What follows belongs to an exercise in optimizing a design on an open flow for small area, a short achievable clock period and few clock cycles per item; a production flow would make more cautious choices.
Function was checked by simulation only, so behaviour that the tests miss may differ from the original.

==> design/flow/design.v <==
module ft8_textcodec (
    input  wire        clk,
    input  wire        rst,
    input  wire        start,
    input  wire [1:0]  op,
    input  wire [90:0] din,
    output wire        ready,
    output reg         done,
    output reg         ok,
    output reg         crc_ok,
    output reg  [90:0] dout
);
    localparam integer KS = 9;                
    localparam integer NC = (71 + KS - 1) / KS;  
    localparam integer W  = NC * KS;             
    localparam integer PB = W - NC * KS;         
    localparam [13:0] CRC_POLY  = 14'h2757;
    localparam [70:0] F71_LIMIT = 71'd1283997101947010102272;
    function [13:0] mulx(input [13:0] v);
        mulx = {v[12:0], 1'b0} ^ (v[13] ? CRC_POLY : 14'd0);
    endfunction
    function [13:0] divx(input [13:0] v);
        divx = v[0] ? ({1'b1, 13'd0} | ((v ^ CRC_POLY) >> 1)) : (v >> 1);
    endfunction
    function [13:0] xpow(input integer n);
        integer i;
        begin
            xpow = 14'd1;
            for (i = 0; i < n; i = i + 1) xpow = mulx(xpow);
        end
    endfunction
    localparam [13:0] C_FWD = xpow(25);        
    localparam [13:0] C_REV = xpow(24 + W);    
    integer i;
    genvar  s, j;
    reg         bv;        
    reg  [1:0]  bop;
    reg  [90:0] bdin;
    reg         rdy;
    reg         ubusy, ulast;    
    reg         rbusy, rlast;    
    wire ufree = ~ubusy | ulast;       
    wire rfree = ~rbusy | rlast;
    wire to_u  = (bop == 2'd1);
    wire go_u  = bv & to_u & ufree;    
    wire go_r  = bv & ~to_u & rfree;
    wire disp  = go_u | go_r;
    assign ready = rdy;
    wire accept = start & rdy;
    reg  [3:0]   ucnt;
    reg  [77:0]  udg;      
    reg  [W-1:0] ub;       
    reg  [13:0]  ucrc;
    reg  [13:0]  rxc;      
    reg          tbad;     
    reg          ovf;      
    wire [77:0] fst [0:KS];
    assign fst[0] = udg;
    generate
        for (s = 0; s < KS; s = s + 1) begin : fstep
            for (j = 0; j < 13; j = j + 1) begin : fdig
                wire ci = (j == 12) ? ub[s] : fst[s][6*(11-j)+5];
                ft8_fcell u_cell (
                    .x ({ci, fst[s][6*(12-j) +: 5]}),
                    .q (fst[s+1][6*(12-j) +: 6])
                );
            end
        end
    endgenerate
    reg [13:0] ucrc_n;
    reg [70:0] f71;
    always @* begin
        ucrc_n = ucrc;
        for (i = 0; i < KS; i = i + 1)
            ucrc_n = mulx(ucrc_n) ^ (ub[i] ? C_FWD : 14'd0);
        for (i = 0; i < 71; i = i + 1) f71[70-i] = ub[W-71+i];
    end
    wire ovf_n = (ucnt == 4'd0) ? (f71 >= F71_LIMIT) : ovf;
    wire [90:0] text;
    generate
        for (j = 0; j < 13; j = j + 1) begin : tchr
            ft8_chr42 u_chr (.x (fst[KS][6*(12-j) +: 6]), .q (text[90-7*j -: 7]));
        end
    endgenerate
    wire        u_ok   = ~tbad & ~ovf_n;
    wire [90:0] u_dout = {91{u_ok}} & text;
    wire        u_crc  = (ucrc_n == rxc);
    reg [W-1:0] ubl;
    reg [13:0]  rxl;
    always @* begin
        ubl = {W{1'b0}};
        for (i = 0; i < 71; i = i + 1) ubl[W-71+i] = bdin[90-i];
        rxl = bdin[13:0];
        for (i = 0; i < 6; i = i + 1)
            if (bdin[19-i]) rxl = rxl ^ xpow(24-i);
    end
    always @(posedge clk) begin
        if (go_u) begin
            ucnt <= 4'd0;
            udg  <= {13{6'd14}};        
            ub   <= ubl;
            ucrc <= 14'd0;
            rxc  <= rxl;
            tbad <= (bdin[19:14] != 6'd0);
            ovf  <= 1'b0;
        end else begin
            ucnt <= ucnt + 4'd1;
            udg  <= fst[KS];
            ub   <= {{KS{1'b0}}, ub[W-1:KS]};
            ucrc <= ucrc_n;
            ovf  <= ovf_n;
        end
    end
    reg  [1:0]   rop;
    reg  [3:0]   rcnt;
    reg  [77:0]  rdg;      
    reg  [W-1:0] rb;       
    reg  [13:0]  rcrc;
    reg          valid;    
    reg  [36:0]  ms, mc;   
    reg  [KS-1:0] hr;      
    wire r_pack = (rop == 2'd0);
    wire r_hash = (rop == 2'd2);
    wire [77:0] rst_d [0:KS];
    wire [13:0] par   [0:KS-1];
    wire [36:0] mss   [0:KS];
    wire [36:0] mcs   [0:KS];
    wire [KS-1:0] obits, pbits;
    assign rst_d[0] = rdg;
    assign mss[0]   = ms;
    assign mcs[0]   = mc;
    generate
        for (s = 0; s < KS; s = s + 1) begin : rstep
            assign par[s][0] = 1'b0;
            for (j = 0; j < 13; j = j + 1) begin : rdig
                ft8_rcell u_cell (
                    .x ({hr[s], rst_d[s][6*(12-j) +: 6]}),
                    .q (rst_d[s+1][6*(12-j) +: 5])
                );
                assign par[s][j+1] = rst_d[s][6*(12-j)+5] ^ rst_d[s][6*(12-j)];
                assign rst_d[s+1][6*(12-j)+5] = par[s][j];
            end
            assign obits[s] = par[s][13];
            ft8_mstep u_mul (
                .s (mss[s]), .c (mcs[s]), .bit_in (obits[s]),
                .s_n (mss[s+1]), .c_n (mcs[s+1]), .p (pbits[s])
            );
        end
    endgenerate
    reg [13:0] rcrc_n;
    always @* begin
        rcrc_n = rcrc;
        for (i = 0; i < KS; i = i + 1)
            rcrc_n = divx(rcrc_n) ^ (obits[i] ? C_REV : 14'd0);
    end
    wire [W-1:0] rbn = {r_hash ? pbits : obits, rb[W-1:KS]};
    wire         selh = r_hash & valid;
    wire [90:0]  r_dout = ({91{r_pack}} & {rbn[70:0], 6'd0, rcrc_n})
                        | ({91{selh}} & {rbn[PB+63 -: 22], rbn[PB+63 -: 12], rbn[PB+63 -: 10], 47'd0});
    wire         r_ok   = r_pack | selh;
    wire         r_crc  = r_pack;
    wire [77:0] q42;     
    wire [76:0] q38;     
    generate
        for (j = 0; j < 11; j = j + 1) begin : lcc
            ft8_ccode u_c (.c (bdin[90-7*j -: 7]),
                           .q ({q42[6*(12-j) +: 6], q38[7*(10-j) +: 7]}));
        end
        for (j = 11; j < 13; j = j + 1) begin : lc42
            ft8_code42 u_c (.c (bdin[90-7*j -: 7]), .q (q42[6*(12-j) +: 6]));
        end
    endgenerate
    reg [77:0] rdl;
    reg        vl;
    always @* begin
        rdl = {13{6'd14}};              
        vl  = 1'b1;
        for (i = 0; i < 11; i = i + 1) vl = vl & ~q38[7*i+6];
        if (bop == 2'd0) rdl = q42;
        if (bop == 2'd2)
            for (i = 0; i < 11; i = i + 1) rdl[6*i +: 6] = q38[7*i +: 6];
    end
    always @(posedge clk) begin
        if (go_r) begin
            rop   <= bop;
            rcnt  <= 4'd0;
            rdg   <= rdl;
            rcrc  <= 14'd0;
            valid <= vl;
            ms    <= 37'd0;
            mc    <= 37'd0;
            hr    <= {KS{bop == 2'd2}};
        end else begin
            rcnt  <= rcnt + 4'd1;
            rdg   <= rst_d[KS];
            rcrc  <= rcrc_n;
            ms    <= mss[KS];
            mc    <= mcs[KS];
            hr    <= {hr[0], hr[KS-1:1]};
        end
        rb <= rbn;
    end
    wire bv_n   = accept | (bv & ~disp);
    wire [1:0] bop_n = accept ? op : bop;
    wire ubusy_n = go_u | (ubusy & ~ulast);
    wire rbusy_n = go_r | (rbusy & ~rlast);
    wire ulast_n = ~go_u & ubusy & ~ulast & (ucnt == NC - 2);
    wire rlast_n = ~go_r & rbusy & ~rlast & (rcnt == NC - 2);
    wire rdy_n   = ~bv_n | ((bop_n == 2'd1) ? (~ubusy_n | ulast_n)
                                            : (~rbusy_n | rlast_n));
    always @(posedge clk) begin
        if (rst) begin
            bv    <= 1'b0;
            rdy   <= 1'b1;
            ubusy <= 1'b0;
            ulast <= 1'b0;
            rbusy <= 1'b0;
            rlast <= 1'b0;
            done  <= 1'b0;
        end else begin
            bv    <= bv_n;
            rdy   <= rdy_n;
            ubusy <= ubusy_n;
            ulast <= ulast_n;
            rbusy <= rbusy_n;
            rlast <= rlast_n;
            done  <= (ubusy & ulast) | (rbusy & rlast);
        end
        if (accept) begin
            bop  <= op;
            bdin <= din;
        end
        dout   <= (ubusy & ulast) ? u_dout : r_dout;
        ok     <= (ubusy & ulast) ? u_ok   : r_ok;
        crc_ok <= (ubusy & ulast) ? u_crc  : r_crc;
    end
endmodule
module ft8_ccode (input wire [6:0] c, output wire [12:0] q);
    wire new_n21, new_n22, new_n23, new_n24, new_n25, new_n26, new_n27, new_n28, new_n29, new_n30, new_n31, new_n32, new_n33, new_n34, new_n35, new_n36, new_n37, new_n38, new_n39, new_n40, new_n41, new_n42, new_n43, new_n44, new_n45, new_n46, new_n47, new_n48, new_n49, new_n51, new_n52, new_n53, new_n54, new_n55, new_n56, new_n57, new_n58, new_n59, new_n60, new_n61, new_n64, new_n65, new_n66, new_n67, new_n68, new_n69, new_n72, new_n73, new_n74, new_n75, new_n76, new_n77, new_n78, new_n79, new_n80, new_n82, new_n83, new_n85, new_n86, new_n87, new_n88, new_n89, new_n90, new_n91, new_n92, new_n93, new_n94, new_n95, new_n96, new_n98, new_n99, new_n100, new_n102, new_n103, new_n104, new_n106, new_n108, new_n109, new_n110, new_n111, new_n112, new_n114, new_n115, new_n116, new_n117, new_n118;
    assign new_n21 = ~c[4] & ~c[3];
    assign new_n22 = c[2] & c[1];
    assign new_n23 = c[0] & new_n22;
    assign new_n24 = c[3] & new_n23;
    assign new_n25 = c[5] & new_n24;
    assign new_n26 = ~c[2] & ~c[1];
    assign new_n27 = ~c[2] & ~c[0];
    assign new_n28 = ~new_n26 & ~new_n27;
    assign new_n29 = ~c[1] & ~c[0];
    assign new_n30 = ~new_n28 & ~new_n29;
    assign new_n31 = ~c[3] & new_n30;
    assign new_n32 = c[6] & ~new_n31;
    assign new_n33 = ~new_n25 & ~new_n32;
    assign new_n34 = c[6] & ~c[4];
    assign new_n35 = ~c[3] & ~new_n22;
    assign new_n36 = new_n34 & new_n35;
    assign new_n37 = c[6] & new_n28;
    assign new_n38 = ~c[3] & ~new_n23;
    assign new_n39 = ~new_n37 & new_n38;
    assign new_n40 = c[4] & ~new_n39;
    assign new_n41 = ~new_n36 & ~new_n40;
    assign new_n42 = ~new_n30 & ~new_n41;
    assign new_n43 = ~new_n33 & ~new_n42;
    assign new_n44 = c[3] & ~new_n26;
    assign new_n45 = c[6] & ~new_n44;
    assign new_n46 = ~new_n43 & ~new_n45;
    assign new_n47 = ~c[4] & ~c[2];
    assign new_n48 = new_n29 & new_n47;
    assign new_n49 = ~new_n46 & ~new_n48;
    assign q[5] = ~new_n21 & new_n49;
    assign new_n51 = c[0] & ~new_n21;
    assign new_n52 = ~c[1] & ~new_n51;
    assign new_n53 = ~c[4] & ~new_n27;
    assign new_n54 = new_n44 & new_n53;
    assign new_n55 = ~new_n52 & new_n54;
    assign new_n56 = ~new_n24 & ~new_n55;
    assign new_n57 = ~c[6] & c[5];
    assign new_n58 = ~new_n56 & new_n57;
    assign new_n59 = ~q[5] & ~new_n58;
    assign new_n60 = new_n34 & ~new_n35;
    assign new_n61 = ~new_n54 & new_n60;
    assign q[12] = ~new_n59 & ~new_n61;
    assign q[11] = new_n58 | new_n61;
    assign new_n64 = c[4] & ~new_n44;
    assign new_n65 = ~c[3] & ~c[1];
    assign new_n66 = new_n27 & new_n65;
    assign new_n67 = ~new_n64 & ~new_n66;
    assign new_n68 = new_n57 & ~new_n67;
    assign new_n69 = ~new_n49 & ~new_n68;
    assign q[6] = ~new_n61 & new_n69;
    assign q[10] = new_n41 | q[6];
    assign new_n72 = ~new_n23 & new_n28;
    assign new_n73 = ~c[3] & new_n72;
    assign new_n74 = ~new_n24 & ~new_n73;
    assign new_n75 = ~new_n49 & new_n74;
    assign new_n76 = ~new_n57 & ~new_n74;
    assign new_n77 = ~new_n53 & ~new_n76;
    assign new_n78 = new_n34 & ~new_n61;
    assign new_n79 = ~new_n74 & new_n78;
    assign new_n80 = ~new_n77 & ~new_n79;
    assign q[9] = new_n75 | new_n80;
    assign new_n82 = ~c[0] & new_n21;
    assign new_n83 = ~new_n51 & ~new_n82;
    assign q[0] = ~new_n69 & new_n83;
    assign new_n85 = ~q[11] & ~q[0];
    assign new_n86 = c[3] & c[2];
    assign new_n87 = ~c[4] & ~new_n86;
    assign new_n88 = c[4] & new_n86;
    assign new_n89 = c[1] & ~new_n88;
    assign new_n90 = ~new_n87 & ~new_n89;
    assign new_n91 = new_n87 & new_n89;
    assign new_n92 = ~new_n90 & ~new_n91;
    assign new_n93 = ~new_n85 & new_n92;
    assign new_n94 = ~c[1] & ~new_n47;
    assign new_n95 = ~new_n69 & new_n94;
    assign new_n96 = new_n85 & new_n95;
    assign q[8] = ~new_n93 & ~new_n96;
    assign new_n98 = c[1] & q[6];
    assign new_n99 = ~c[0] & q[11];
    assign new_n100 = ~new_n85 & ~new_n99;
    assign q[7] = ~new_n98 & new_n100;
    assign new_n102 = ~new_n30 & q[11];
    assign new_n103 = new_n30 & ~q[11];
    assign new_n104 = ~new_n102 & ~new_n103;
    assign q[4] = new_n43 & ~new_n104;
    assign new_n106 = new_n41 & new_n68;
    assign q[3] = new_n43 | new_n106;
    assign new_n108 = ~new_n68 & q[8];
    assign new_n109 = ~new_n72 & ~new_n108;
    assign new_n110 = ~new_n61 & ~new_n80;
    assign new_n111 = new_n49 & ~new_n110;
    assign new_n112 = q[8] & new_n111;
    assign q[2] = new_n109 | new_n112;
    assign new_n114 = c[1] & new_n51;
    assign new_n115 = ~new_n52 & ~new_n88;
    assign new_n116 = ~new_n114 & new_n115;
    assign new_n117 = ~new_n68 & ~new_n116;
    assign new_n118 = ~c[6] & new_n116;
    assign q[1] = ~new_n117 & ~new_n118;
endmodule
module ft8_code42 (input wire [6:0] c, output wire [5:0] q);
    assign q[0] = (~c[0] & ~c[3] & c[4] & c[6]) | (c[0] & ~c[3] & ~c[4] & c[6]) | (~c[0] & ~c[2] & c[4] & c[6]) | (~c[0] & ~c[3] & c[4] & c[5]) | (~c[0] & c[2] & c[3] & ~c[4] & c[6]) | (c[0] & ~c[1] & ~c[2] & ~c[4] & c[6]) | (c[0] & c[2] & c[3] & ~c[4] & c[5] & ~c[6]) | (~c[0] & ~c[1] & ~c[2] & c[4] & c[5]);
    assign q[1] = (~c[5] & ~c[6]) | (c[0] & c[1] & c[6]) | (~c[0] & ~c[1] & c[4]) | (~c[3] & ~c[4] & ~c[6]) | (c[2] & c[3] & c[4]) | (c[1] & ~c[2] & ~c[4]) | (~c[1] & ~c[4] & ~c[6]) | (c[0] & c[1] & c[4]) | (c[1] & ~c[3] & ~c[4]) | (~c[0] & ~c[1] & ~c[2] & ~c[3]) | (~c[0] & ~c[1] & c[2] & c[3]) | (c[1] & ~c[2] & c[3] & ~c[6]);
    assign q[2] = (~c[5] & ~c[6]) | (~c[4] & ~c[6]) | (~c[1] & c[2] & c[3]) | (~c[1] & ~c[2] & ~c[4]) | (~c[0] & c[1] & c[2] & c[6]) | (c[0] & c[1] & ~c[2] & c[3]) | (~c[1] & ~c[2] & ~c[6]) | (~c[1] & c[2] & c[4] & c[6]) | (~c[0] & ~c[2] & ~c[6]) | (c[2] & c[3] & c[4] & c[6]) | (c[1] & c[2] & ~c[3] & ~c[4]) | (c[0] & c[1] & ~c[2] & c[4] & c[6]) | (~c[0] & c[2] & c[3]) | (c[0] & c[1] & c[2] & ~c[3] & ~c[6]);
    assign q[3] = (c[3] & ~c[4]) | (~c[5] & ~c[6]) | (c[2] & c[3]) | (~c[4] & ~c[6]) | (~c[1] & ~c[2] & ~c[3] & c[4]) | (c[1] & c[2] & ~c[4]) | (c[1] & ~c[2] & ~c[6]) | (~c[0] & c[2] & ~c[6]) | (c[0] & c[1] & c[3]) | (~c[0] & ~c[1] & ~c[2] & ~c[3]) | (~c[0] & ~c[2] & ~c[3] & c[4]) | (~c[1] & c[2] & ~c[6]);
    assign q[4] = (~c[1] & ~c[2] & c[3] & ~c[4] & c[6]) | (c[1] & c[2] & ~c[3] & ~c[4] & c[6]) | (~c[0] & ~c[2] & c[3] & ~c[4] & c[6]) | (c[0] & c[2] & c[3] & ~c[4] & c[5] & ~c[6]) | (c[1] & c[2] & c[3] & ~c[4] & c[5] & ~c[6]) | (c[0] & c[1] & c[3] & ~c[4] & c[5] & ~c[6]) | (c[0] & c[1] & c[2] & c[3] & c[5] & ~c[6]);
    assign q[5] = (~c[3] & c[4] & c[6]) | (c[2] & c[3] & ~c[4] & c[6]) | (~c[0] & ~c[2] & c[4] & c[6]) | (c[0] & c[1] & c[3] & ~c[4] & c[5]) | (~c[1] & ~c[2] & c[4] & c[6]) | (c[1] & c[2] & c[3] & ~c[4] & c[5]) | (c[0] & c[2] & c[3] & ~c[4] & c[5]) | (c[0] & c[1] & c[3] & ~c[4] & c[6]) | (c[0] & c[1] & c[2] & c[3] & c[5] & ~c[6]);
endmodule
module ft8_chr42 (input wire [5:0] x, output wire [6:0] q);
    assign q[0] = (~x[0] & ~x[4] & x[5]) | (x[0] & x[4]) | (x[1] & x[4] & x[5]) | (~x[0] & x[2] & ~x[3]) | (x[0] & ~x[2] & ~x[3] & ~x[5]) | (~x[0] & ~x[1] & x[3] & ~x[4]) | (x[0] & ~x[1] & ~x[3] & ~x[5]) | (~x[0] & ~x[2] & x[3] & ~x[4]);
    assign q[1] = (~x[0] & x[1] & x[5]) | (x[0] & ~x[1] & x[5]) | (x[1] & x[4] & ~x[5]) | (~x[0] & x[1] & ~x[3]) | (x[0] & ~x[1] & x[3] & ~x[4]) | (~x[0] & x[4] & x[5]) | (~x[0] & x[1] & ~x[2]) | (x[1] & ~x[2] & ~x[3] & ~x[5]);
    assign q[2] = (x[0] & x[2] & x[5]) | (~x[1] & ~x[2] & ~x[5]) | (~x[1] & x[2] & x[5]) | (~x[0] & x[1] & ~x[2] & x[5]) | (x[1] & x[2] & x[4] & ~x[5]) | (x[0] & ~x[2] & x[3] & ~x[5]) | (~x[0] & x[1] & x[2] & ~x[3] & ~x[5]);
    assign q[3] = (x[2] & x[3] & x[5]) | (~x[1] & x[4]) | (~x[2] & x[4]) | (~x[1] & ~x[2] & ~x[3] & x[5]) | (x[0] & ~x[2] & ~x[3] & x[5]) | (~x[0] & x[1] & x[3] & x[5]) | (~x[0] & ~x[1] & x[2] & ~x[3] & ~x[5]) | (x[0] & x[1] & x[2] & ~x[3] & ~x[5]);
    assign q[4] = (~x[3] & x[5]) | (~x[1] & ~x[2] & x[3]) | (x[0] & x[3] & ~x[4] & ~x[5]) | (x[1] & x[2] & ~x[3]) | (~x[0] & ~x[1] & x[2] & ~x[4] & ~x[5]) | (~x[2] & x[4] & x[5]) | (x[0] & ~x[2] & x[5]) | (~x[2] & x[3] & ~x[4] & ~x[5]);
    assign q[5] = (x[3] & ~x[4] & ~x[5]) | (x[4] & x[5]) | (~x[0] & x[2] & ~x[4] & ~x[5]) | (x[1] & x[2] & ~x[3] & ~x[5]);
    assign q[6] = (~x[4] & x[5]) | (x[4] & ~x[5]) | (~x[2] & ~x[3]) | (x[0] & ~x[1] & ~x[3]);
endmodule
module ft8_fcell (input wire [5:0] x, output wire [5:0] q);
    assign q[0] = (x[3] & ~x[4] & x[5]) | (x[4] & ~x[5]) | (~x[2] & ~x[3] & ~x[5]) | (x[1] & x[2] & ~x[4] & x[5]) | (x[0] & ~x[1] & ~x[3] & ~x[5]);
    assign q[1] = (~x[0] & x[5]) | (~x[0] & x[2] & ~x[4]) | (~x[0] & x[3] & ~x[4]) | (x[0] & x[4] & ~x[5]) | (x[0] & ~x[2] & ~x[3] & ~x[5]) | (x[0] & ~x[1] & ~x[3] & ~x[5]);
    assign q[2] = (x[1] & x[3] & ~x[4]) | (x[1] & x[2] & ~x[4]) | (~x[1] & ~x[3] & x[5]) | (~x[0] & x[1] & ~x[5]) | (~x[1] & x[4] & x[5]) | (x[0] & ~x[1] & ~x[3]) | (x[0] & ~x[1] & x[4]);
    assign q[3] = (x[2] & ~x[4]) | (x[1] & ~x[3]) | (~x[2] & x[4]) | (x[0] & ~x[1] & x[2]) | (~x[1] & x[4] & x[5]) | (~x[0] & ~x[3] & ~x[5]);
    assign q[4] = (x[1] & x[2] & ~x[3]) | (~x[2] & x[4]) | (x[0] & ~x[1] & x[4]) | (~x[1] & x[4] & x[5]) | (~x[0] & x[2] & ~x[3] & ~x[5]);
    assign q[5] = (x[4]) | (~x[2] & ~x[3]) | (x[0] & ~x[1] & ~x[3]) | (~x[1] & ~x[3] & x[5]);
endmodule
module ft8_rcell (input wire [6:0] x, output wire [4:0] q);
    assign q[0] = (~x[1] & ~x[5]) | (~x[0] & ~x[1] & ~x[6]) | (x[0] & x[1] & x[5] & ~x[6]) | (~x[0] & x[1] & x[5] & x[6]) | (x[0] & ~x[1] & x[6]);
    assign q[1] = (x[2] & ~x[5]) | (x[1] & ~x[2] & x[5] & ~x[6]) | (x[0] & ~x[2] & x[5] & x[6]) | (~x[0] & ~x[1] & ~x[2] & x[5]) | (x[0] & ~x[1] & x[2] & ~x[6]) | (~x[0] & x[1] & x[2] & x[6]);
    assign q[2] = (x[3] & ~x[5]) | (x[1] & x[2] & x[3]) | (~x[0] & x[2] & x[3]) | (~x[1] & ~x[2] & ~x[3] & x[5]) | (x[0] & ~x[2] & ~x[3] & x[5]) | (x[2] & x[3] & x[6]) | (~x[0] & x[1] & x[3] & x[6]) | (~x[2] & ~x[3] & x[5] & ~x[6]) | (x[0] & ~x[1] & ~x[3] & x[5] & ~x[6]);
    assign q[3] = (~x[4] & ~x[5]) | (x[4] & x[5]) | (~x[1] & ~x[2] & ~x[3]) | (x[0] & ~x[2] & ~x[3]) | (~x[2] & ~x[3] & ~x[6]) | (x[0] & ~x[1] & ~x[3] & ~x[6]);
    assign q[4] = (x[4] & x[5]) | (~x[1] & ~x[2] & ~x[3] & x[5]) | (x[0] & ~x[2] & ~x[3] & x[5]) | (~x[2] & ~x[3] & x[5] & ~x[6]) | (x[0] & ~x[1] & ~x[3] & x[5] & ~x[6]);
endmodule
module ft8_mstep (input wire [36:0] s, input wire [36:0] c, input wire bit_in,
                  output wire [36:0] s_n, output wire [36:0] c_n, output wire p);
    localparam [36:0] K = 37'd47055833459;
    wire [36:0] k = bit_in ? K : 37'd0;
    wire [36:0] t = s ^ c ^ k;
    assign c_n = (s & c) | ((s | c) & k);
    assign s_n = {1'b0, t[36:1]};
    assign p   = t[0];
endmodule
==> design/flow/run.sh <==
#!/bin/bash
# synth_recipe.tcl (not shown) runs the flow's synth.tcl, then flattens the netlist and writes it again
# the make line also repeats each setting of config.mk as NAME=value (left out here)
make -C /OpenROAD-flow-scripts/flow DESIGN_CONFIG=/design/flow/config.mk WORK_HOME=/design/flow/orfs CLKGATE_MAP_FILE= SYNTH_SCRIPT=/design/flow/synth_recipe.tcl finish
==> design/flow/config.mk <==
export PLATFORM = sky130hd
export DESIGN_NAME = ft8_textcodec
export DESIGN_NICKNAME = ft8_textcodec
export VERILOG_FILES = /design/flow/design.v
export SDC_FILE = /design/flow/constraint.sdc
export NUM_CORES = 4
export LEC_CHECK = 0
export ABC_CLOCK_PERIOD_IN_PS = 13000
export CAP_MARGIN = 20
export CORE_MARGIN = 2
export CORE_UTILIZATION = 55
export SLEW_MARGIN = 20
export SYNTH_HIERARCHICAL = 1
==> design/flow/constraint.sdc <==
create_clock -name core_clock -period 58.0 [get_ports {clk}]
set_input_delay 11.6000 -clock core_clock [delete_from_list [all_inputs] [get_ports {clk}]]
set_output_delay 11.6000 -clock core_clock [all_outputs]
set_load 0.01 [all_outputs]
==> out/qor.txt, run 1 <==
Hold Buf Count CTS - 0
Post-DP HPWL - 142500 um
Crit end category - flop
Final wirelength - 190100 um
Critical Path Start Type - input port
Kind of cell adding the most delay to the critical path - buffers and inverters
# DRC - 0
Worst setup margin - 44.74 ns
CP Data Required Time - 58.29 ns
Hold Crit Class - reg2reg
Met1 GRT Util - 38.58%
Via/cell ratio - 6.129
Avg Synthesized Cell Area - 8.272 um2
Syn Inst Count - 8365
Post-cts sizing count - 0
Clock sink count - 621
Commonest non-fill, non-tap cell in the layout - a21oi_1
Share of layout cells above drive strength 1 - 11.38%
Core Util, Final - 59.66%
Total global routing overflow - 0
Die area - 128700 um2
Post-route ant nets - 0
Yosys synthesis warning count - 7
Routing usage on met3 - 2.959%
Grt met2 use - 47.63%
Setup CP Type - in2reg
Setup tns final - 0 ns
Root Driver - clkbuf_16
Chip width - 358.7 um
IO Pins - 191
Most frequent cells in the layout - 737 x a21oi_1, 728 x o21ai_0, 509 x nor2_1
First-pass GRT wire length - 299200 um
Final-report setup violation count - 0
1st-iter DRT viols - 4731
Latest clock arrival within the worst-skew pair - 0.68 ns
Largest stage delay, worst path - 0.73 ns
Initial core utilization - 55.25%
Max cap viols - 0
Clock skew - 0.02703 ns
Hold Slack - 0.3507 ns
Synthesis-to-finish area growth - 7.990%
Drt wl/cell - 18.70 um
Clock Tree Buf Depth - 3
H-tree Lvls - 3
Highest Clock Rate - 75.41 MHz
Clock transition at path regs - 0.06 ns
Fin crit share - 22.86%
DR pass1 iterations - 6
Crit path buffers/inverters - 3
Placement Setup Slack - 44.05 ns
Synth Cell Area - 69200 um2
Slew Viols, Final - 0
Status - complete, no violations
CTS tree - built
Nets - 9013
Relative slew margins - 25.70%
CORE AREA - 125200 um2
Final Hold Vio Count - 0
CTS buffer count - 76
Critical path, cell by cell - clkdlybuf4s50_1 -> nand2_1 -> inv_4 -> buf_4
Worst EP arrival - 13.55 ns
Vias in the first global route - 56340
Antenna violations before repair - 3
Worst slew pin tran - 1.115 ns
DR vias - 62300
Gpl congestion - 0.9117
# rows - 130
Minimum clock period - 13.26 ns
Port Buf Inserts - 190
Post-CTS Setup Inserts - 0
CP max stage cell - buf_4
Largest net degree at the start of global routing - 141
Chip height - 358.7 um
Busiest layer in global routing - met2
Crit Path Max Fanout - 57
RSZ-0062 raised after global routing - no
Tot GR Track Use - 28.44%
through the flow:
stage	cell area (um2)	std cells
2_1_floorplan	69310	8396
3_3_place_gp	72000	10020
3_5_place_dp	72000	10020
4_1_cts	74670	10160
5_1_grt	74720	10160
6_report	74730	10160
state kept, by name, summed over array words and instances, names as in the netlist, 37 cells and up:
name and count:
bdin 91, dout 91, rdg 78, fst 77, ub 72, rb 63
mc 37, ms 37
metal layers:
layer	up-vias	wire [um]
met2	1413	88410
met3	261	8443
met1	29860	88010
met4	2	5204
met5	-	9
li1	30760	-
worst paths after layout:
kind	start	endpoint	slack, ns	depth (start not counted)
setup / recovery	start	bdin[4]$_DFFE_PP_	44.74	4
hold / removal	rb[21]$_DFF_P_	rb[12]$_DFF_P_	0.35	0
setup reg to reg	fst[0][35]$_SDFF_PP0_	dout[88]$_DFF_P_	48.13	30
hold reg to reg	rb[21]$_DFF_P_	rb[12]$_DFF_P_	0.35	0
worst reg2reg max path: cells and delay by family (launching register included):
kind	cells	cell delay, ns
flops	1	0.40
buf+inv	1	0.10
simple gates	8	1.26
compound gates	20	7.29
mux	1	0.68
layout make-up:
class,count,area (um2)
repair buffers,271,2519
clock inverters,43,521.8
inverters,428,1610
clock buffers,97,2145
diodes,1,2.502
fillers,11340,50520
well taps,1650,2064
multi-input cells,7053,52330
flip-flops and latches,621,13540
Testbench counts, summed over its fixed seeds: cycles 18,074, items 3,200.
==> run 2: changes to the inputs <==
--- a/design/flow/design.v
+++ b/design/flow/design.v
@@ -10,7 +10,7 @@
     output reg         crc_ok,
     output reg  [90:0] dout
 );
-    localparam integer KS = 9;                
+    localparam integer KS = 12;                
     localparam integer NC = (71 + KS - 1) / KS;  
     localparam integer W  = NC * KS;             
     localparam integer PB = W - NC * KS;         
==> out/qor.txt, run 2 <==
Post-CTS Setup Inserts - 0 (unchanged)
Highest Clock Rate - 75.98 MHz (was 75.41 MHz)
Chip height - 389.3 um (was 358.7 um)
Share of layout cells above drive strength 1 - 11.39% (was 11.38%)
Busiest layer in global routing - met2 (unchanged)
CP max stage cell - clkdlybuf4s50_1 (was buf_4)
Top Registers - bdin (91), dout (91), rdg (78) (unchanged)
Nets - 10710 (was 9013)
Crit path buffers/inverters - 1 (was 3)
1st-iter DRT viols - 5321 (was 4731)
Vias in the first global route - 67910 (was 56340)
Total global routing overflow - 0 (unchanged)
Hold path start - rb[52]$_DFF_P_ (was rb[21]$_DFF_P_)
Avg Synthesized Cell Area - 8.251 um2 (was 8.272 um2)
IO Pins - 191 (unchanged)
DR pass1 iterations - 6 (unchanged)
Max cap viols - 0 (unchanged)
Non-filler cells, final - 11990 (was 10160)
Syn Inst Count - 9896 (was 8365)
Hold endpoint - rb[40]$_DFF_P_ (was rb[12]$_DFF_P_)
Slew Viols, Final - 0 (unchanged)
Cell count after placement - 11840 (was 10020)
Crit Path Max Fanout - 1 (was 57)
Reg-to-reg startpoint - ub[0]$_SDFF_PP0_ (was fst[0][35]$_SDFF_PP0_)
Most frequent cells in the layout - 961 x o21ai_0, 934 x a21oi_1, 557 x nand2_1 (was 737 x a21oi_1, 728 x o21ai_0, 509 x nor2_1)
DR vias - 73540 (was 62300)
FF-to-FF End - dout[76]$_DFF_P_ (was dout[88]$_DFF_P_)
Post-cts sizing count - 0 (unchanged)
Routing usage on met3 - 2.667% (was 2.959%)
H-tree Lvls - 3 (unchanged)
# fillers - 13350 (was 11340)
First-pass GRT wire length - 353700 um (was 299200 um)
FF-to-FF path depth - 39 (was 30)
Initial core utilization - 55.36% (was 55.25%)
Clock Tree Buf Depth - 3 (unchanged)
Worst setup margin - 44.84 ns (was 44.74 ns)
Placed Area - 84850 um2 (was 72000 um2)
Status - complete, no violations (unchanged)
Root Driver - clkbuf_16 (unchanged)
Critical path, cell by cell - clkdlybuf4s50_1 (was clkdlybuf4s50_1 -> nand2_1 -> inv_4 -> buf_4)
Yosys synthesis warning count - 7 (unchanged)
Die area - 151600 um2 (was 128700 um2)
Commonest non-fill, non-tap cell in the layout - o21ai_0 (was a21oi_1)
Port Buf Inserts - 190 (unchanged)
Final-report setup violation count - 0 (unchanged)
Cell area after layout - 87570 um2 (was 74730 um2)
Largest net degree at the start of global routing - 112 (was 141)
Drt wl/cell - 18.40 um (was 18.70 um)
CTS tree - built (unchanged)
Largest stage delay, worst path - 0.54 ns (was 0.73 ns)
Clock skew - 0.05139 ns (was 0.02703 ns)
Setup tns final - 0 ns (unchanged)
# DRC - 0 (unchanged)
Clock sink count - 621 (unchanged)
CP Data Required Time - 46.40 ns (was 58.29 ns)
Final wirelength - 220600 um (was 190100 um)
Hold Path Stages - 0 (unchanged)
Hold Crit Class - reg2reg (unchanged)
Post-DP HPWL - 169900 um (was 142500 um)
Antenna violations before repair - 5 (was 3)
Worst slew pin tran - 1.122 ns (was 1.115 ns)
Synth Cell Area - 81650 um2 (was 69200 um2)
Hold Buf Count CTS - 0 (unchanged)
CTS buffer count - 76 (unchanged)
Crit end category - output pin (was flop)
Via/cell ratio - 6.133 (was 6.129)
CORE AREA - 147500 um2 (was 125200 um2)
Chip width - 389.3 um (was 358.7 um)
Worst EP arrival - 1.56 ns (was 13.55 ns)
Latest clock arrival within the worst-skew pair - 0.70 ns (was 0.68 ns)
Critical Path Start Type - flop (was input port)
Met1 GRT Util - 37.55% (was 38.58%)
Final Hold Vio Count - 0 (unchanged)
Relative slew margins - 25.19% (was 25.70%)
Tot GR Track Use - 27.97% (was 28.44%)
Synthesis-to-finish area growth - 7.240% (was 7.990%)
Fin crit share - 22.69% (was 22.86%)
RSZ-0062 raised after global routing - no (unchanged)
Grt met2 use - 46.72% (was 47.63%)
Post-route ant nets - 0 (unchanged)
Placement Setup Slack - 44.27 ns (was 44.05 ns)
Clock transition at path regs - 0.06 ns (about the same)
R2r setup slk - 45.93 ns (was 48.13 ns)
Minimum clock period - 13.16 ns (was 13.26 ns)
# rows - 141 (was 130)
Kind of cell adding the most delay to the critical path - buffers and inverters (unchanged)
Setup CP Type - reg2out (was in2reg)
Gpl congestion - 0.9242 (was 0.9117)
-- run 2: through the flow --
step / hold slack (ns) / utilization, %
after floorplan: 0.3311 / -
after global placement: 0.3371 / 57.53
after detailed placement: 0.3414 / 57.53
after CTS: 0.3527 / 59.31
after global routing: 0.3622 / 59.37
final: 0.3510 / 59.37
-- run 2: cell type report --
cell class	instances	area (um2)	share of cell area, %
repair buffers	278	2557	2.921
inverters	425	1598	1.825
clock buffers	94	2019	2.306
diodes	4	10.01	0.01143
multi-input cells	8594	64820	74.02
clock inverters	45	603.1	0.6887
flip-flops and latches	621	13540	15.47
well taps	1930	2415	2.758
-- run 2: per-layer routing --
| layer | wire [um] | part of all wire [%] | vias up |
|---|---|---|---|
| li1 | - | - | 36570 |
| met1 | 101800 | 46 | 35170 |
| met2 | 101600 | 46 | 1512 |
| met3 | 9121 | 4.1 | 293 |
| met4 | 8038 | 3.6 | 0 |
| met5 | 0 | 0 | - |
-- run 2: how the worst max path moves through the flow --
| stage | startpoint | cells after the start | slack (ns) | endpoint |
|---|---|---|---|---|
| global route | dout[62]$_DFF_P_ | 1 | 44.77 | dout[62] |
| finish | dout[62]$_DFF_P_ | 1 | 44.84 | dout[62] |
| CTS | dout[62]$_DFF_P_ | 1 | 44.79 | dout[62] |
| floorplan | start | 2 | 44.08 | bdin[0]$_DFFE_PP_ |
| global placement | start | 4 | 44.34 | bdin[75]$_DFFE_PP_ |
| detailed placement | start | 4 | 44.27 | bdin[78]$_DFFE_PP_ |
Testbench counts of run 2, summed over its fixed seeds: cycles 13,688, items 3,200.
==> run 3: changes to the inputs <==
--- a/design/flow/design.v
+++ b/design/flow/design.v
@@ -11,9 +11,10 @@
     output reg  [90:0] dout
 );
     localparam integer KS = 12;                
+    localparam integer NU = 2;                
+    localparam integer NR = 2;                
     localparam integer NC = (71 + KS - 1) / KS;  
     localparam integer W  = NC * KS;             
-    localparam integer PB = W - NC * KS;         
     localparam [13:0] CRC_POLY  = 14'h2757;
     localparam [70:0] F71_LIMIT = 71'd1283997101947010102272;
     function [13:0] mulx(input [13:0] v);
@@ -32,59 +33,29 @@
     localparam [13:0] C_FWD = xpow(25);        
     localparam [13:0] C_REV = xpow(24 + W);    
     integer i;
-    genvar  s, j;
+    genvar  e, s, j;
     reg         bv;        
     reg  [1:0]  bop;
     reg  [90:0] bdin;
     reg         rdy;
-    reg         ubusy, ulast;    
-    reg         rbusy, rlast;    
-    wire ufree = ~ubusy | ulast;       
-    wire rfree = ~rbusy | rlast;
-    wire to_u  = (bop == 2'd1);
-    wire go_u  = bv & to_u & ufree;    
-    wire go_r  = bv & ~to_u & rfree;
-    wire disp  = go_u | go_r;
-    assign ready = rdy;
-    wire accept = start & rdy;
-    reg  [3:0]   ucnt;
-    reg  [77:0]  udg;      
-    reg  [W-1:0] ub;       
-    reg  [13:0]  ucrc;
-    reg  [13:0]  rxc;      
-    reg          tbad;     
-    reg          ovf;      
-    wire [77:0] fst [0:KS];
-    assign fst[0] = udg;
+    wire [NU-1:0] ubusy, ulast, ufin, ubusy_n, ulast_n, go_u;
+    wire [NR-1:0] rbusy, rlast, rfin, rbusy_n, rlast_n, go_r;
+    wire [NU-1:0] ufree = ~ubusy | ulast;      
+    wire [NR-1:0] rfree = ~rbusy | rlast;
+    wire to_u = (bop == 2'd1);
     generate
-        for (s = 0; s < KS; s = s + 1) begin : fstep
-            for (j = 0; j < 13; j = j + 1) begin : fdig
-                wire ci = (j == 12) ? ub[s] : fst[s][6*(11-j)+5];
-                ft8_fcell u_cell (
-                    .x ({ci, fst[s][6*(12-j) +: 5]}),
-                    .q (fst[s+1][6*(12-j) +: 6])
-                );
-            end
+        for (e = 0; e < NU; e = e + 1) begin : gu
+            if (e == 0) assign go_u[e] = bv & to_u & ufree[e];
+            else        assign go_u[e] = bv & to_u & ufree[e] & ~|ufree[e-1:0];
         end
-    endgenerate
-    reg [13:0] ucrc_n;
-    reg [70:0] f71;
-    always @* begin
-        ucrc_n = ucrc;
-        for (i = 0; i < KS; i = i + 1)
-            ucrc_n = mulx(ucrc_n) ^ (ub[i] ? C_FWD : 14'd0);
-        for (i = 0; i < 71; i = i + 1) f71[70-i] = ub[W-71+i];
-    end
-    wire ovf_n = (ucnt == 4'd0) ? (f71 >= F71_LIMIT) : ovf;
-    wire [90:0] text;
-    generate
-        for (j = 0; j < 13; j = j + 1) begin : tchr
-            ft8_chr42 u_chr (.x (fst[KS][6*(12-j) +: 6]), .q (text[90-7*j -: 7]));
+        for (e = 0; e < NR; e = e + 1) begin : gr
+            if (e == 0) assign go_r[e] = bv & ~to_u & rfree[e];
+            else        assign go_r[e] = bv & ~to_u & rfree[e] & ~|rfree[e-1:0];
         end
     endgenerate
-    wire        u_ok   = ~tbad & ~ovf_n;
-    wire [90:0] u_dout = {91{u_ok}} & text;
-    wire        u_crc  = (ucrc_n == rxc);
+    wire disp = |go_u | |go_r;
+    assign ready = rdy;
+    wire accept = start & rdy;
     reg [W-1:0] ubl;
     reg [13:0]  rxl;
     always @* begin
@@ -94,71 +65,93 @@
         for (i = 0; i < 6; i = i + 1)
             if (bdin[19-i]) rxl = rxl ^ xpow(24-i);
     end
-    always @(posedge clk) begin
-        if (go_u) begin
-            ucnt <= 4'd0;
-            udg  <= {13{6'd14}};        
-            ub   <= ubl;
-            ucrc <= 14'd0;
-            rxc  <= rxl;
-            tbad <= (bdin[19:14] != 6'd0);
-            ovf  <= 1'b0;
-        end else begin
-            ucnt <= ucnt + 4'd1;
-            udg  <= fst[KS];
-            ub   <= {{KS{1'b0}}, ub[W-1:KS]};
-            ucrc <= ucrc_n;
-            ovf  <= ovf_n;
-        end
-    end
-    reg  [1:0]   rop;
-    reg  [3:0]   rcnt;
-    reg  [77:0]  rdg;      
-    reg  [W-1:0] rb;       
-    reg  [13:0]  rcrc;
-    reg          valid;    
-    reg  [36:0]  ms, mc;   
-    reg  [KS-1:0] hr;      
-    wire r_pack = (rop == 2'd0);
-    wire r_hash = (rop == 2'd2);
-    wire [77:0] rst_d [0:KS];
-    wire [13:0] par   [0:KS-1];
-    wire [36:0] mss   [0:KS];
-    wire [36:0] mcs   [0:KS];
-    wire [KS-1:0] obits, pbits;
-    assign rst_d[0] = rdg;
-    assign mss[0]   = ms;
-    assign mcs[0]   = mc;
+    wire tbl = (bdin[19:14] != 6'd0);
+    wire [77:0] ufinal [0:NU-1];    
+    wire [NU-1:0] u_ok, u_crc;
     generate
-        for (s = 0; s < KS; s = s + 1) begin : rstep
-            assign par[s][0] = 1'b0;
-            for (j = 0; j < 13; j = j + 1) begin : rdig
-                ft8_rcell u_cell (
-                    .x ({hr[s], rst_d[s][6*(12-j) +: 6]}),
-                    .q (rst_d[s+1][6*(12-j) +: 5])
-                );
-                assign par[s][j+1] = rst_d[s][6*(12-j)+5] ^ rst_d[s][6*(12-j)];
-                assign rst_d[s+1][6*(12-j)+5] = par[s][j];
+        for (e = 0; e < NU; e = e + 1) begin : ue
+            reg          busy, last;
+            reg  [3:0]   cnt;
+            reg  [77:0]  dg;       
+            reg  [W-1:0] b;        
+            reg  [13:0]  crc;
+            reg  [13:0]  rxc;      
+            reg          tbad;     
+            reg          ovf;      
+            integer      k;
+            assign ubusy[e] = busy;
+            assign ulast[e] = last;
+            assign ufin[e]  = busy & last;
+            assign ubusy_n[e] = go_u[e] | (busy & ~last);
+            assign ulast_n[e] = ~go_u[e] & busy & ~last & (cnt == NC - 2);
+            wire [77:0] fst [0:KS];
+            assign fst[0] = dg;
+            for (s = 0; s < KS; s = s + 1) begin : fstep
+                for (j = 0; j < 13; j = j + 1) begin : fdig
+                    wire ci = (j == 12) ? b[s] : fst[s][6*(11-j)+5];
+                    ft8_fcell u_cell (
+                        .x ({ci, fst[s][6*(12-j) +: 5]}),
+                        .q (fst[s+1][6*(12-j) +: 6])
+                    );
+                end
+            end
+            assign ufinal[e] = fst[KS];
+            reg [13:0] crc_n;
+            reg [70:0] f71;
+            always @* begin
+                crc_n = crc;
+                for (k = 0; k < KS; k = k + 1)
+                    crc_n = mulx(crc_n) ^ (b[k] ? C_FWD : 14'd0);
+                for (k = 0; k < 71; k = k + 1) f71[70-k] = b[W-71+k];
+            end
+            wire ovf_n = (cnt == 4'd0) ? (f71 >= F71_LIMIT) : ovf;
+            assign u_ok[e]  = ~tbad & ~ovf_n;
+            assign u_crc[e] = (crc_n == rxc);
+            always @(posedge clk) begin
+                if (rst) begin
+                    busy <= 1'b0;
+                    last <= 1'b0;
+                end else begin
+                    busy <= ubusy_n[e];
+                    last <= ulast_n[e];
+                end
+                if (go_u[e]) begin
+                    cnt  <= 4'd0;
+                    dg   <= {13{6'd14}};        
+                    b    <= ubl;
+                    crc  <= 14'd0;
+                    rxc  <= rxl;
+                    tbad <= tbl;
+                    ovf  <= 1'b0;
+                end else begin
+                    cnt  <= cnt + 4'd1;
+                    dg   <= fst[KS];
+                    b    <= {{KS{1'b0}}, b[W-1:KS]};
+                    crc  <= crc_n;
+                    ovf  <= ovf_n;
+                end
             end
-            assign obits[s] = par[s][13];
-            ft8_mstep u_mul (
-                .s (mss[s]), .c (mcs[s]), .bit_in (obits[s]),
-                .s_n (mss[s+1]), .c_n (mcs[s+1]), .p (pbits[s])
-            );
         end
     endgenerate
-    reg [13:0] rcrc_n;
+    reg [77:0] udig;
+    reg        uok, ucrc;
     always @* begin
-        rcrc_n = rcrc;
-        for (i = 0; i < KS; i = i + 1)
-            rcrc_n = divx(rcrc_n) ^ (obits[i] ? C_REV : 14'd0);
+        udig = 78'd0;
+        uok  = 1'b0;
+        ucrc = 1'b0;
+        for (i = 0; i < NU; i = i + 1)
+            if (ufin[i]) begin
+                udig = udig | ufinal[i];
+                uok  = uok  | u_ok[i];
+                ucrc = ucrc | u_crc[i];
+            end
     end
-    wire [W-1:0] rbn = {r_hash ? pbits : obits, rb[W-1:KS]};
-    wire         selh = r_hash & valid;
-    wire [90:0]  r_dout = ({91{r_pack}} & {rbn[70:0], 6'd0, rcrc_n})
-                        | ({91{selh}} & {rbn[PB+63 -: 22], rbn[PB+63 -: 12], rbn[PB+63 -: 10], 47'd0});
-    wire         r_ok   = r_pack | selh;
-    wire         r_crc  = r_pack;
+    wire [90:0] text;
+    generate
+        for (j = 0; j < 13; j = j + 1) begin : tchr
+            ft8_chr42 u_chr (.x (udig[6*(12-j) +: 6]), .q (text[90-7*j -: 7]));
+        end
+    endgenerate
     wire [77:0] q42;     
     wire [76:0] q38;     
     generate
@@ -180,59 +173,126 @@
         if (bop == 2'd2)
             for (i = 0; i < 11; i = i + 1) rdl[6*i +: 6] = q38[7*i +: 6];
     end
-    always @(posedge clk) begin
-        if (go_r) begin
-            rop   <= bop;
-            rcnt  <= 4'd0;
-            rdg   <= rdl;
-            rcrc  <= 14'd0;
-            valid <= vl;
-            ms    <= 37'd0;
-            mc    <= 37'd0;
-            hr    <= {KS{bop == 2'd2}};
-        end else begin
-            rcnt  <= rcnt + 4'd1;
-            rdg   <= rst_d[KS];
-            rcrc  <= rcrc_n;
-            ms    <= mss[KS];
-            mc    <= mcs[KS];
-            hr    <= {hr[0], hr[KS-1:1]};
+    wire [90:0] r_dout [0:NR-1];
+    wire [NR-1:0] r_ok, r_crc;
+    generate
+        for (e = 0; e < NR; e = e + 1) begin : re
+            reg          busy, last;
+            reg  [1:0]   op_r;
+            reg  [3:0]   cnt;
+            reg  [77:0]  dg;       
+            reg  [W-1:0] b;        
+            reg  [13:0]  crc;
+            reg          valid;    
+            reg  [36:0]  ms, mc;   
+            reg  [KS-1:0] hr;      
+            integer      k;
+            assign rbusy[e] = busy;
+            assign rlast[e] = last;
+            assign rfin[e]  = busy & last;
+            assign rbusy_n[e] = go_r[e] | (busy & ~last);
+            assign rlast_n[e] = ~go_r[e] & busy & ~last & (cnt == NC - 2);
+            wire is_pack = (op_r == 2'd0);
+            wire is_hash = (op_r == 2'd2);
+            wire [77:0] rst_d [0:KS];
+            wire [13:0] par   [0:KS-1];
+            wire [36:0] mss   [0:KS];
+            wire [36:0] mcs   [0:KS];
+            wire [KS-1:0] obits, pbits;
+            assign rst_d[0] = dg;
+            assign mss[0]   = ms;
+            assign mcs[0]   = mc;
+            for (s = 0; s < KS; s = s + 1) begin : rstep
+                assign par[s][0] = 1'b0;
+                for (j = 0; j < 13; j = j + 1) begin : rdig
+                    ft8_rcell u_cell (
+                        .x ({hr[s], rst_d[s][6*(12-j) +: 6]}),
+                        .q (rst_d[s+1][6*(12-j) +: 5])
+                    );
+                    assign par[s][j+1] = rst_d[s][6*(12-j)+5] ^ rst_d[s][6*(12-j)];
+                    assign rst_d[s+1][6*(12-j)+5] = par[s][j];
+                end
+                assign obits[s] = par[s][13];
+                ft8_mstep u_mul (
+                    .s (mss[s]), .c (mcs[s]), .bit_in (obits[s]),
+                    .s_n (mss[s+1]), .c_n (mcs[s+1]), .p (pbits[s])
+                );
+            end
+            reg [13:0] crc_n;
+            always @* begin
+                crc_n = crc;
+                for (k = 0; k < KS; k = k + 1)
+                    crc_n = divx(crc_n) ^ (obits[k] ? C_REV : 14'd0);
+            end
+            wire [W-1:0] bn = {is_hash ? pbits : obits, b[W-1:KS]};
+            wire selh = is_hash & valid;
+            assign r_dout[e] = ({91{is_pack}} & {bn[70:0], 6'd0, crc_n})
+                             | ({91{selh}} & {bn[63 -: 22], bn[63 -: 12], bn[63 -: 10], 47'd0});
+            assign r_ok[e]  = is_pack | selh;
+            assign r_crc[e] = is_pack;
+            always @(posedge clk) begin
+                if (rst) begin
+                    busy <= 1'b0;
+                    last <= 1'b0;
+                end else begin
+                    busy <= rbusy_n[e];
+                    last <= rlast_n[e];
+                end
+                if (go_r[e]) begin
+                    op_r  <= bop;
+                    cnt   <= 4'd0;
+                    dg    <= rdl;
+                    crc   <= 14'd0;
+                    valid <= vl;
+                    ms    <= 37'd0;
+                    mc    <= 37'd0;
+                    hr    <= {KS{bop == 2'd2}};
+                end else begin
+                    cnt   <= cnt + 4'd1;
+                    dg    <= rst_d[KS];
+                    crc   <= crc_n;
+                    ms    <= mss[KS];
+                    mc    <= mcs[KS];
+                    hr    <= {hr[0], hr[KS-1:1]};
+                end
+                b <= bn;
+            end
         end
-        rb <= rbn;
+    endgenerate
+    reg [90:0] rres;
+    reg        rok, rcrc;
+    always @* begin
+        rres = 91'd0;
+        rok  = 1'b0;
+        rcrc = 1'b0;
+        for (i = 0; i < NR; i = i + 1)
+            if (rfin[i]) begin
+                rres = rres | r_dout[i];
+                rok  = rok  | r_ok[i];
+                rcrc = rcrc | r_crc[i];
+            end
     end
-    wire bv_n   = accept | (bv & ~disp);
+    wire       bv_n  = accept | (bv & ~disp);
     wire [1:0] bop_n = accept ? op : bop;
-    wire ubusy_n = go_u | (ubusy & ~ulast);
-    wire rbusy_n = go_r | (rbusy & ~rlast);
-    wire ulast_n = ~go_u & ubusy & ~ulast & (ucnt == NC - 2);
-    wire rlast_n = ~go_r & rbusy & ~rlast & (rcnt == NC - 2);
-    wire rdy_n   = ~bv_n | ((bop_n == 2'd1) ? (~ubusy_n | ulast_n)
-                                            : (~rbusy_n | rlast_n));
+    wire       rdy_n = ~bv_n | ((bop_n == 2'd1) ? |(~ubusy_n | ulast_n)
+                                                : |(~rbusy_n | rlast_n));
     always @(posedge clk) begin
         if (rst) begin
-            bv    <= 1'b0;
-            rdy   <= 1'b1;
-            ubusy <= 1'b0;
-            ulast <= 1'b0;
-            rbusy <= 1'b0;
-            rlast <= 1'b0;
-            done  <= 1'b0;
+            bv   <= 1'b0;
+            rdy  <= 1'b1;
+            done <= 1'b0;
         end else begin
-            bv    <= bv_n;
-            rdy   <= rdy_n;
-            ubusy <= ubusy_n;
-            ulast <= ulast_n;
-            rbusy <= rbusy_n;
-            rlast <= rlast_n;
-            done  <= (ubusy & ulast) | (rbusy & rlast);
+            bv   <= bv_n;
+            rdy  <= rdy_n;
+            done <= |ufin | |rfin;
         end
         if (accept) begin
             bop  <= op;
             bdin <= din;
         end
-        dout   <= (ubusy & ulast) ? u_dout : r_dout;
-        ok     <= (ubusy & ulast) ? u_ok   : r_ok;
-        crc_ok <= (ubusy & ulast) ? u_crc  : r_crc;
+        dout   <= ({91{uok}} & text) | rres;
+        ok     <= uok | rok;
+        crc_ok <= ucrc | rcrc;
     end
 endmodule
 module ft8_ccode (input wire [6:0] c, output wire [12:0] q);
==> out/qor.txt, run 3 <==
Minimum clock period - 13.64 ns (was 13.16 ns)
Avg Synthesized Cell Area - 8.137 um2 (was 8.251 um2)
Setup tns final - 0 ns (unchanged)
DR vias - 128000 (was 73540)
Crit end category - output pin (unchanged)
Hold Slack - 0.3512 ns (was 0.3510 ns)
Number of flip-flops in the largest register - 156
Crit Path Max Fanout - 1 (unchanged)
Final wirelength - 404200 um (was 220600 um)
Share of layout cells above drive strength 1 - 9.896% (was 11.39%)
Most frequent cells in the layout - 1846 x o21ai_0, 1737 x a21oi_1, 1077 x nand2_1 (was 961 x o21ai_0, 934 x a21oi_1, 557 x nand2_1)
DR pass1 iterations - 9 (was 6)
Hold Buf Count CTS - 0 (unchanged)
Post-DP HPWL - 319800 um (was 169900 um)
Top Registers - re.dg (156), ue.dg (154), ue.b (144) (was bdin (91), dout (91), rdg (78))
Hold Crit Class - reg2reg (unchanged)
CORE AREA - 262000 um2 (was 147500 um2)
Post-CTS Setup Inserts - 0 (unchanged)
Clock Tree Buf Depth - 4 (was 3)
Nets - 19230 (was 10710)
Largest reg by FF count - re.dg
Cell count after placement - 21290 (was 11840)
First-pass GRT wire length - 636500 um (was 353700 um)
Largest stage delay, worst path - 0.62 ns (was 0.54 ns)
Fin crit share - 23.51% (was 22.69%)
Non-filler cells, final - 21550 (was 11990)
CTS buffer count - 140 (was 76)
Critical path, cell by cell - clkdlybuf4s50_1 (unchanged)
Total global routing overflow - 0 (unchanged)
# fillers - 24470 (was 13350)
Highest Clock Rate - 73.34 MHz (was 75.98 MHz)
Vias in the first global route - 116300 (was 67910)
Post-route ant nets - 0 (unchanged)
H-tree Lvls - 4 (was 3)
Worst slew pin tran - 1.360 ns (was 1.122 ns)
Root Driver - clkbuf_16 (unchanged)
Antenna violations before repair - 21 (was 5)
Crit path buffers/inverters - 1 (unchanged)
IO Pins - 191 (unchanged)
Latest clock arrival within the worst-skew pair - 0.87 ns (was 0.70 ns)
Status - complete, no violations (unchanged)
Synthesis-to-finish area growth - 6.920% (was 7.240%)
Drt wl/cell - 18.76 um (was 18.40 um)
# rows - 188 (was 141)
Busiest layer in global routing - met2 (unchanged)
Syn Inst Count - 17770 (was 9896)
RSZ-0062 raised after global routing - no (unchanged)
Die area - 267100 um2 (was 151600 um2)
Clock skew - 0.1019 ns (was 0.05139 ns)
Grt met2 use - 49.53% (was 46.72%)
Setup CP Type - reg2out (unchanged)
Critical Path Start Type - flop (unchanged)
Slew Viols, Final - 0 (unchanged)
Via/cell ratio - 5.942 (was 6.133)
Relative slew margins - 9.310% (was 25.19%)
CP Data Required Time - 46.40 ns (about the same)
CP max stage cell - clkdlybuf4s50_1 (unchanged)
Final-report setup violation count - 0 (unchanged)
Yosys synthesis warning count - 7 (unchanged)
Kind of cell adding the most delay to the critical path - buffers and inverters (unchanged)
Port Buf Inserts - 190 (unchanged)
Post-cts sizing count - 0 (unchanged)
Largest net degree at the start of global routing - 178 (was 112)
Clock transition at path regs - 0.06 ns (about the same)
Chip width - 516.8 um (was 389.3 um)
Max cap viols - 0 (unchanged)
Met1 GRT Util - 38.21% (was 37.55%)
Final Hold Vio Count - 0 (unchanged)
Clock sink count - 1053 (was 621)
Synth Cell Area - 144600 um2 (was 81650 um2)
Tot GR Track Use - 29.21% (was 27.97%)
CTS tree - built (unchanged)
Gpl congestion - 0.9305 (was 0.9242)
Worst EP arrival - 2.04 ns (was 1.56 ns)
Initial core utilization - 55.20% (was 55.36%)
# DRC - 0 (unchanged)
Commonest non-fill, non-tap cell in the layout - o21ai_0 (unchanged)
1st-iter DRT viols - 8993 (was 5321)
Cell area after layout - 154600 um2 (was 87570 um2)
Chip height - 516.8 um (was 389.3 um)
Routing usage on met3 - 2.880% (was 2.667%)
Placed Area - 149900 um2 (was 84850 um2)
-- run 3: final cells by class --
cell class / count / area [um2] / share of cell area, %
inverter: 879 / 3301 / 2.134
multi-input combinational: 15550 / 117100 / 75.74
sequential: 1053 / 22390 / 14.48
timing repair buffer: 298 / 2748 / 1.777
antenna: 12 / 30.03 / 0.01942
clock inverter: 64 / 834.6 / 0.5397
clock buffer: 178 / 3811 / 2.464
tap: 3515 / 4398 / 2.844
-- run 3: final timing paths --
path | start | endpoint | slack [ns] | depth (start not counted)
hold / removal | re[0].b[37]$_DFF_P_ | re[0].b[25]$_DFF_P_ | 0.35 | 0
setup / recovery | done$_SDFF_PP0_ | done | 44.36 | 1
hold reg to reg | re[0].b[37]$_DFF_P_ | re[0].b[25]$_DFF_P_ | 0.35 | 0
setup reg to reg | ue[0].b[0]$_SDFF_PP0_ | dout[82]$_DFF_P_ | 44.95 | 41
-- run 3: through the flow --
step / util (%) / worst slack, ns
5_1_grt: 59.01 / 44.11
3_5_place_dp: 57.21 / 44.25
6_report: 59.01 / 44.36
2_1_floorplan: - / 44.08
3_3_place_gp: 57.20 / 44.25
4_1_cts: 58.99 / 44.32
-- run 3: metal layers --
metal  up-vias  part of all wire, %
li1      65030                    -
met1     60100                   45
met2      2356                   46
met3       532                  4.1
met4         2                  4.1
met5         -               0.0032
Testbench counts of run 3, summed over its fixed seeds: cycles 6,845, items 3,200.
==> run 4: changes to the inputs <==
--- a/design/flow/design.v
+++ b/design/flow/design.v
@@ -12,7 +12,7 @@
 );
     localparam integer KS = 12;                
     localparam integer NU = 2;                
-    localparam integer NR = 2;                
+    localparam integer NR = 3;                
     localparam integer NC = (71 + KS - 1) / KS;  
     localparam integer W  = NC * KS;             
     localparam [13:0] CRC_POLY  = 14'h2757;
==> out/qor.txt, run 4 <==
Largest reg by FF count - re.dg (unchanged)
Max cap viols - 0 (unchanged)
Syn Inst Count - 21810 (was 17770)
Chip height - 576.2 um (was 516.8 um)
Crit path buffers/inverters - 1 (unchanged)
Clock sink count - 1300 (was 1053)
FF-to-FF End - dout[86]$_DFF_P_ (was dout[82]$_DFF_P_)
Critical path, cell by cell - clkdlybuf4s50_1 (unchanged)
Yosys synthesis warning count - 7 (unchanged)
Clock skew - 0.1018 ns (was 0.1019 ns)
# fillers - 29960 (was 24470)
Share of layout cells above drive strength 1 - 9.398% (was 9.896%)
Clock Tree Buf Depth - 4 (unchanged)
Status - complete, no violations (unchanged)
Worst slew pin tran - 1.352 ns (was 1.360 ns)
Post-CTS Setup Inserts - 0 (unchanged)
Largest stage delay, worst path - 0.64 ns (was 0.62 ns)
Reg-to-reg startpoint - ue[0].dg[5]$_SDFF_PP0_ (was ue[0].b[0]$_SDFF_PP0_)
Crit end category - output pin (unchanged)
RSZ-0062 raised after global routing - no (unchanged)
DR pass1 iterations - 10 (was 9)
Minimum clock period - 13.77 ns (was 13.64 ns)
CTS tree - built (unchanged)
Setup CP Type - reg2out (unchanged)
H-tree Lvls - 4 (unchanged)
CORE AREA - 326600 um2 (was 262000 um2)
Highest Clock Rate - 72.62 MHz (was 73.34 MHz)
Non-filler cells, final - 26540 (was 21550)
Seq. cell area - 27380 um2 (was 22390 um2)
Largest net degree at the start of global routing - 119 (was 178)
Latest clock arrival within the worst-skew pair - 0.93 ns (was 0.87 ns)
Fin crit share - 23.74% (was 23.51%)
Cell count after placement - 26210 (was 21290)
Crit Path Max Fanout - 1 (unchanged)
Number of flip-flops in the largest register - 234 (was 156)
Setup tns final - 0 ns (unchanged)
Port Buf Inserts - 190 (unchanged)
Relative slew margins - 9.524% (was 9.310%)
Worst setup path endpoint - done (unchanged)
Nets - 23960 (was 19230)
Tot GR Track Use - 29.25% (was 29.21%)
Worst path depth - 1 (unchanged)
Synthesis-to-finish area growth - 7.131% (was 6.920%)
CP max stage cell - clkdlybuf4s50_1 (unchanged)
Kind of cell adding the most delay to the critical path - buffers and inverters (unchanged)
CTS buffer count - 170 (was 140)
Initial core utilization - 55.14% (was 55.20%)
Cell area after layout - 192900 um2 (was 154600 um2)
Final-report setup violation count - 0 (unchanged)
Post-cts sizing count - 0 (unchanged)
Chip width - 576.2 um (was 516.8 um)
Commonest non-fill, non-tap cell in the layout - o21ai_0 (unchanged)
Die area - 332000 um2 (was 267100 um2)
Post-DP HPWL - 398700 um (was 319800 um)
Critical Path Start Type - flop (unchanged)
Hold Slack - 0.3458 ns (was 0.3512 ns)
1st-iter DRT viols - 11660 (was 8993)
Top Registers - re.dg (234), re.b (180), ue.dg (154) (was re.dg (156), ue.dg (154), ue.b (144))
IO Pins - 191 (unchanged)
Total global routing overflow - 0 (unchanged)
Vias in the first global route - 142800 (was 116300)
Avg Synthesized Cell Area - 8.258 um2 (was 8.137 um2)
Final Hold Vio Count - 0 (unchanged)
Final wirelength - 503300 um (was 404200 um)
Synth Cell Area - 180100 um2 (was 144600 um2)
Area of the multi-input gates - 147200 um2 (was 117100 um2)
First-pass GRT wire length - 789800 um (was 636500 um)
Hold Crit Class - reg2reg (unchanged)
Post-route ant nets - 0 (unchanged)
Placed Area - 187000 um2 (was 149900 um2)
# rows - 210 (was 188)
CP Data Required Time - 46.40 ns (about the same)
# DRC - 0 (unchanged)
Worst EP arrival - 2.17 ns (was 2.04 ns)
DR vias - 156800 (was 128000)
Gpl congestion - 0.9579 (was 0.9305)
Antenna violations before repair - 43 (was 21)
Most frequent cells in the layout - 2149 x o21ai_0, 2111 x a21oi_1, 1502 x nand2_1 (was 1846 x o21ai_0, 1737 x a21oi_1, 1077 x nand2_1)
Hold Buf Count CTS - 0 (unchanged)
Slew Viols, Final - 0 (unchanged)
Drt wl/cell - 18.97 um (was 18.76 um)
Via/cell ratio - 5.910 (was 5.942)
Clock transition at path regs - 0.06 ns (about the same)
FF-to-FF path depth - 41 (unchanged)
Root Driver - clkbuf_16 (unchanged)
R2r setup slk - 44.97 ns (was 44.95 ns)
Critical path launch point - done$_SDFF_PP0_ (unchanged)
[run 4: worst min-delay path by stage]
stage	from	end	slack, ns	cells past startpoint
after global routing	re[0].b[47]$_DFF_P_	re[0].b[35]$_DFF_P_	0.34	0
after global placement	re[0].b[41]$_DFF_P_	re[0].b[29]$_DFF_P_	0.33	0
after detailed placement	re[2].b[52]$_DFF_P_	re[2].b[40]$_DFF_P_	0.34	0
final	re[0].b[47]$_DFF_P_	re[0].b[35]$_DFF_P_	0.35	0
after CTS	re[0].b[47]$_DFF_P_	re[0].b[35]$_DFF_P_	0.33	0
after floorplan	re[2].b[24]$_DFF_P_	re[2].b[12]$_DFF_P_	0.33	0
[run 4: metal layers]
layer / GRT usage, % / part of all wire, % / up-vias
met4: 10.76 / 4.0 / 12
met2: 48.16 / 45 / 3276
met5: 0 / 0.015 / -
li1: - / - / 79110
met3: 3.343 / 5.1 / 620
met1: 39.37 / 46 / 73820
[run 4: stage by stage]
step | worst slack [ns] | util (%)
after floorplan | 44.08 | -
after global placement | 44.45 | 57.25
after detailed placement | 44.44 | 57.26
after CTS | 44.15 | 59.05
after global routing | 44.18 | 59.06
final | 44.23 | 59.07
[run 4: layout make-up]
class                   instances  area share, %
diodes                         15        0.01946
clock buffers                 218          2.429
clock inverters                89         0.6051
inverters                    1026          2.001
multi-input cells           19180          76.28
flip-flops and latches       1300          14.19
well taps                    4346          2.819
repair buffers                362          1.656
Testbench counts of run 4, summed over its fixed seeds: cycles 5,372, items 3,200.

==> static timing again, ports no longer ideal <==
No port has a modelled driver above. Below, the same layouts with a new extraction and two added sets of constraints.
Step 1: set_driving_cell puts a clkbuf_16 on clk and a buf_2 on each other input, an assumption about the parent block.
Step 2 times the ports against the registers' clock, not the clock port: input delays grow and output delays shrink by t, the midpoint of the rising clock arrivals with the driver on.
Three values: ideal ports, drivers, drivers and shift; two values: the first two.
| run | t, ns | setup WS [ns] | worst setup path after step 2 | pins driven straight from the clock port |
|---|---|---|---|---|
| run 1 | 0.739 | 44.739 / 44.786 / 44.049 | input to register | 1 |
| run 2 | 0.766 | 44.838 / 44.748 / 44.306 | input to register | 1 |
| run 3 | 0.923 | 44.364 / 44.259 / 44.230 | input to register | 1 |
| run 4 | 0.990 | 44.230 / 44.126 / 44.634 | input to register | 1 |
After both steps every run listed still meets setup and hold. For run 1, which loses most, drivers alone change the setup slack by +0.047 ns; drivers and shift together by -0.690 ns.
